Context: an optimization exercise on an open-source flow, tuned for small area. The choices shown serve that exercise and are no tape-out recipe. No activity file was given, so power comes from the tool's default toggle rates.

==> flow/design.v <==
module crc32_sbit #(
    parameter TAP = 1'b0
) (
    input  wire s,       
    input  wire s_up,    
    input  wire d,       
    input  wire p,       
    input  wire q,       
    input  wire dm,      
    input  wire fb,      
    output wire y
);
    wire keep = (p & s_up) | (q & s);
    assign y = keep ^ ((d & dm) | (fb & TAP));
endmodule
module crc32_dbit #(
    parameter TAP = 1'b0,
    parameter LD  = 1'b0
) (
    input  wire o,       
    input  wire o_up,    
    input  wire d,       
    input  wire p,       
    input  wire q,       
    input  wire ld,      
    input  wire fb,      
    output wire y
);
    wire keep = (p & o_up) | (q & o);
    assign y = (keep ^ (fb & TAP)) | (d & ld & LD);
endmodule
module crc32_engine (
    input  wire        clk,
    input  wire        rst,
    input  wire        cmd_valid,
    output wire        cmd_ready,
    input  wire [7:0]  cmd,
    input  wire [31:0] din,
    output wire [31:0] dout,
    output wire        err
);
    localparam [31:0] POLY = 32'hEDB88320;
    reg [31:0] sn;        
    reg [31:0] d_q;       
    reg        err_q;     
    reg        ready_q;
    reg [2:0]  op_q;      
    reg [4:0]  cnt_q;     
    wire [3:0] op  = cmd[7:4];
    wire [1:0] n   = cmd[1:0];
    wire legal = (op <= 4'h6) && (cmd[3:2] == 2'b00) &&
                 ((op == 4'h3) || (n == 2'b00));
    wire accept = cmd_valid && ready_q && !rst;
    wire acc_ok = accept && legal;
    wire is_init = (op == 4'h1);
    wire is_load = (op == 4'h2);
    wire is_upd  = (op == 4'h3);
    wire is_tab  = (op == 4'h6);
    wire is_long = (op >= 4'h2);       
    wire sh_s  = (op_q == 3'd2) || (op_q == 3'd3) ||
                 (op_q == 3'd4) || (op_q == 3'd5);
    wire crc_s = (op_q == 3'd3);
    wire inv_s = (op_q == 3'd2);
    wire sh_d  = op_q[2];
    wire crc_d = (op_q == 3'd6);
    wire fin   = op_q[0];
    wire last  = (cnt_q == 5'd31);
    wire       clr_s = rst || (acc_ok && (is_init || is_load));
    wire [3:0] dm;
    assign dm[0] = acc_ok && (is_load || is_upd);
    assign dm[1] = acc_ok && (is_load || (is_upd && n != 2'd0));
    assign dm[2] = acc_ok && (is_load || (is_upd && n[1]));
    assign dm[3] = acc_ok && (is_load || (is_upd && n == 2'd3));
    wire        fb_s    = crc_s && !sn[0] && !rst;
    wire        p_s     = sh_s && !rst;             
    wire        q_s     = !sh_s && !clr_s;          
    wire [31:0] sn_nxt  = {sn[0] ^ inv_s, sn[31:1]};
    wire [31:0] sn_d;
    genvar i;
    generate
        for (i = 0; i < 32; i = i + 1) begin : g_s
            crc32_sbit #(.TAP(i < 31 ? POLY[i] : 1'b0)) u_s (
                .s(sn[i]), .s_up(sn_nxt[i]), .d(din[i]), .p(p_s),
                .q(q_s), .dm(dm[i / 8]), .fb(fb_s), .y(sn_d[i]));
        end
    endgenerate
    always @(posedge clk)
        sn <= sn_d;
    wire        clr_d = rst || (acc_ok && is_tab);
    wire        ld_d  = acc_ok && is_tab;
    wire        fb_d  = crc_d && d_q[0] && !rst;
    wire        p_d   = sh_d && !rst;
    wire        q_d   = !sh_d && !clr_d;
    wire        d_in  = crc_d ? d_q[0] : (sn[0] ^ !fin);
    wire [31:0] d_nxt = {d_in, d_q[31:1]};
    wire [31:0] d_d;
    generate
        for (i = 0; i < 32; i = i + 1) begin : g_d
            crc32_dbit #(.TAP(i < 31 ? POLY[i] : 1'b0), .LD(i < 8 ? 1'b1 : 1'b0)) u_d (
                .o(d_q[i]), .o_up(d_nxt[i]), .d(din[i]), .p(p_d),
                .q(q_d), .ld(ld_d), .fb(fb_d), .y(d_d[i]));
        end
    endgenerate
    always @(posedge clk)
        d_q <= d_d;
    always @(posedge clk) begin
        if (rst) begin
            err_q   <= 1'b0;
            ready_q <= 1'b0;
            op_q    <= 3'd0;
        end else if (accept) begin
            if (!legal) err_q <= 1'b1;
            if (legal && is_long) begin
                ready_q <= 1'b0;
                op_q    <= op[2:0];
            end
        end else if (op_q == 3'd0 || last) begin
            ready_q <= 1'b1;
            op_q    <= 3'd0;
        end
    end
    always @(posedge clk)
        cnt_q <= accept ? {~n & {2{is_upd || is_tab}}, 3'b000} : cnt_q + 5'd1;
    assign cmd_ready = ready_q;
    assign dout      = d_q;
    assign err       = err_q;
endmodule
export LEC_CHECK = 0
export CAP_MARGIN = 20
export CORE_MARGIN = 2
export CORE_UTILIZATION = 40
export SLEW_MARGIN = 20
export SYNTH_HIERARCHICAL = 1
export SYNTH_MEMORY_MAX_BITS = 65536
export SYNTH_MINIMUM_KEEP_SIZE = 0
create_clock -name core_clock -period 8.0 [get_ports {clk}]
standard.sh (not shown) runs the stock make flow with config.mk's settings and CLKGATE_MAP_FILE= SYNTH_SCRIPT=/design/flow/synth_recipe.tcl, a recipe that flattens the netlist after the stock synthesis.
==> flow/flow/run.sh <==
#!/bin/bash
# Layout: the standard flow (standard.sh), with these changes:
#  - after floorplan, every combinational cell is sized down to the smallest
#    cell of its function (flow/downsize.tcl); repair_design and
#    repair_timing size up again where needed;
#  - the port buffers are the smallest buffer (buf_1) instead of the
#    buffer_ports default;
#  - clock tree synthesis inserts no dummy load cells.
# Every input and output port still gets its own buffer. The output of the
# whole run goes to flow_run.log in this folder; ORFS keeps each step's log
# under orfs/logs/.
set -euo pipefail
here=$(pwd)
bash standard.sh \
  POST_FLOORPLAN_TCL="$here/flow/downsize.tcl" \
  BUFFER_PORTS_ARGS="-buffer_cell sky130_fd_sc_hd__buf_1" \
  CTS_ARGS="-sink_clustering_enable -repair_clock_nets -dont_use_dummy_load" \
  finish > flow_run.log 2>&1
==> flow/flow/downsize.tcl <==
# Hook run after floorplan (POST_FLOORPLAN_TCL): size every combinational
# cell down to the smallest cell of the same function (same name, lower
# drive). Later steps (repair_design, repair_timing) size up again where the
# slew, capacitance or timing limits call for it.
set db [ord::get_db]
set block [ord::get_db_block]
proc is_dont_use { name } {
  foreach pat $::env(DONT_USE_CELLS) {
    if { [string match $pat $name] } { return 1 }
  }
  return 0
}
set count 0
foreach inst [$block getInsts] {
  set master [$inst getMaster]
  set name [$master getName]
  if { ![regexp {^(sky130_fd_sc_hd__[a-z0-9]+)_([0-9]+)$} $name -> base size] } { continue }
  if { [regexp {df|dl|clk|tap|conb|fill|decap|diode} $base] } { continue }
  set best $name
  set best_area [expr { [$master getWidth] * [$master getHeight] }]
  foreach s { 0 1 2 4 } {
    set cand ${base}_$s
    if { $cand eq $name || [is_dont_use $cand] } { continue }
    set cm [$db findMaster $cand]
    if { $cm == "NULL" } { continue }
    set area [expr { [$cm getWidth] * [$cm getHeight] }]
    if { $area < $best_area } {
      set best $cand
      set best_area $area
    }
  }
  if { $best ne $name } {
    replace_cell [$inst getName] $best
    incr count
  }
}
puts "downsize.tcl: sized down $count cells"
==> next run, changes <==
--- a/flow/flow/run.sh
+++ b/flow/flow/run.sh
@@ -16,3 +16,3 @@
   BUFFER_PORTS_ARGS="-buffer_cell sky130_fd_sc_hd__buf_1" \
-  CTS_ARGS="-sink_clustering_enable -repair_clock_nets -dont_use_dummy_load" \
+  CTS_ARGS="-sink_clustering_enable -repair_clock_nets -dont_use_dummy_load -buf_list sky130_fd_sc_hd__clkbuf_4" \
   finish > flow_run.log 2>&1
Effect:
- via count hardly moves
- critical path depth does not change
- worst hold slack improves by 11 ps
- design area fell by 1.6%
- count of clock-buffer cells in the layout does not change
- setup slack improves by 51 ps
- clock power fell by 26%
- core utilization fell by 0.72 points
- wire length fell by 0.57%
No run of this note included a check of the RTL's function; only the layout flow was run.

[afterwards: timing with drivers on the ports]
How much do the figures lean on ideal ports? The routed layouts below were timed once more, with nothing changed but the port constraints. Step 1: set_driving_cell puts a clkbuf_16 on clk and a buf_2 on each other input, an assumption about the parent block. Step 2 adds t to the input delays and takes it off the output delays; t is the mean of the earliest and latest rising clock arrival at the registers after step 1. Input paths then give back, and output paths get back, about the clock's delay inside the block. a / b / c = no drivers / after step 1 / after step 2; a / b = the first two.
run | t, ns | setup WS [ns] | worst hold slack (ns) | worst setup path after step 2 | latest minus earliest clock arrival (ns)
the first run | 0.362 | 4.423 / 4.431 / 4.069 | 0.465 / 0.465 / 0.465 | input to register | 0.010 / 0.010
the second run | 0.419 | 4.474 / 4.481 / 4.061 | 0.476 / 0.476 / 0.476 | input to register | 0.019 / 0.019
After both steps setup and hold are still met in every run listed. The setup slack of the second run, which loses most, moves by +0.007 ns with the drivers and by -0.413 ns with both steps.
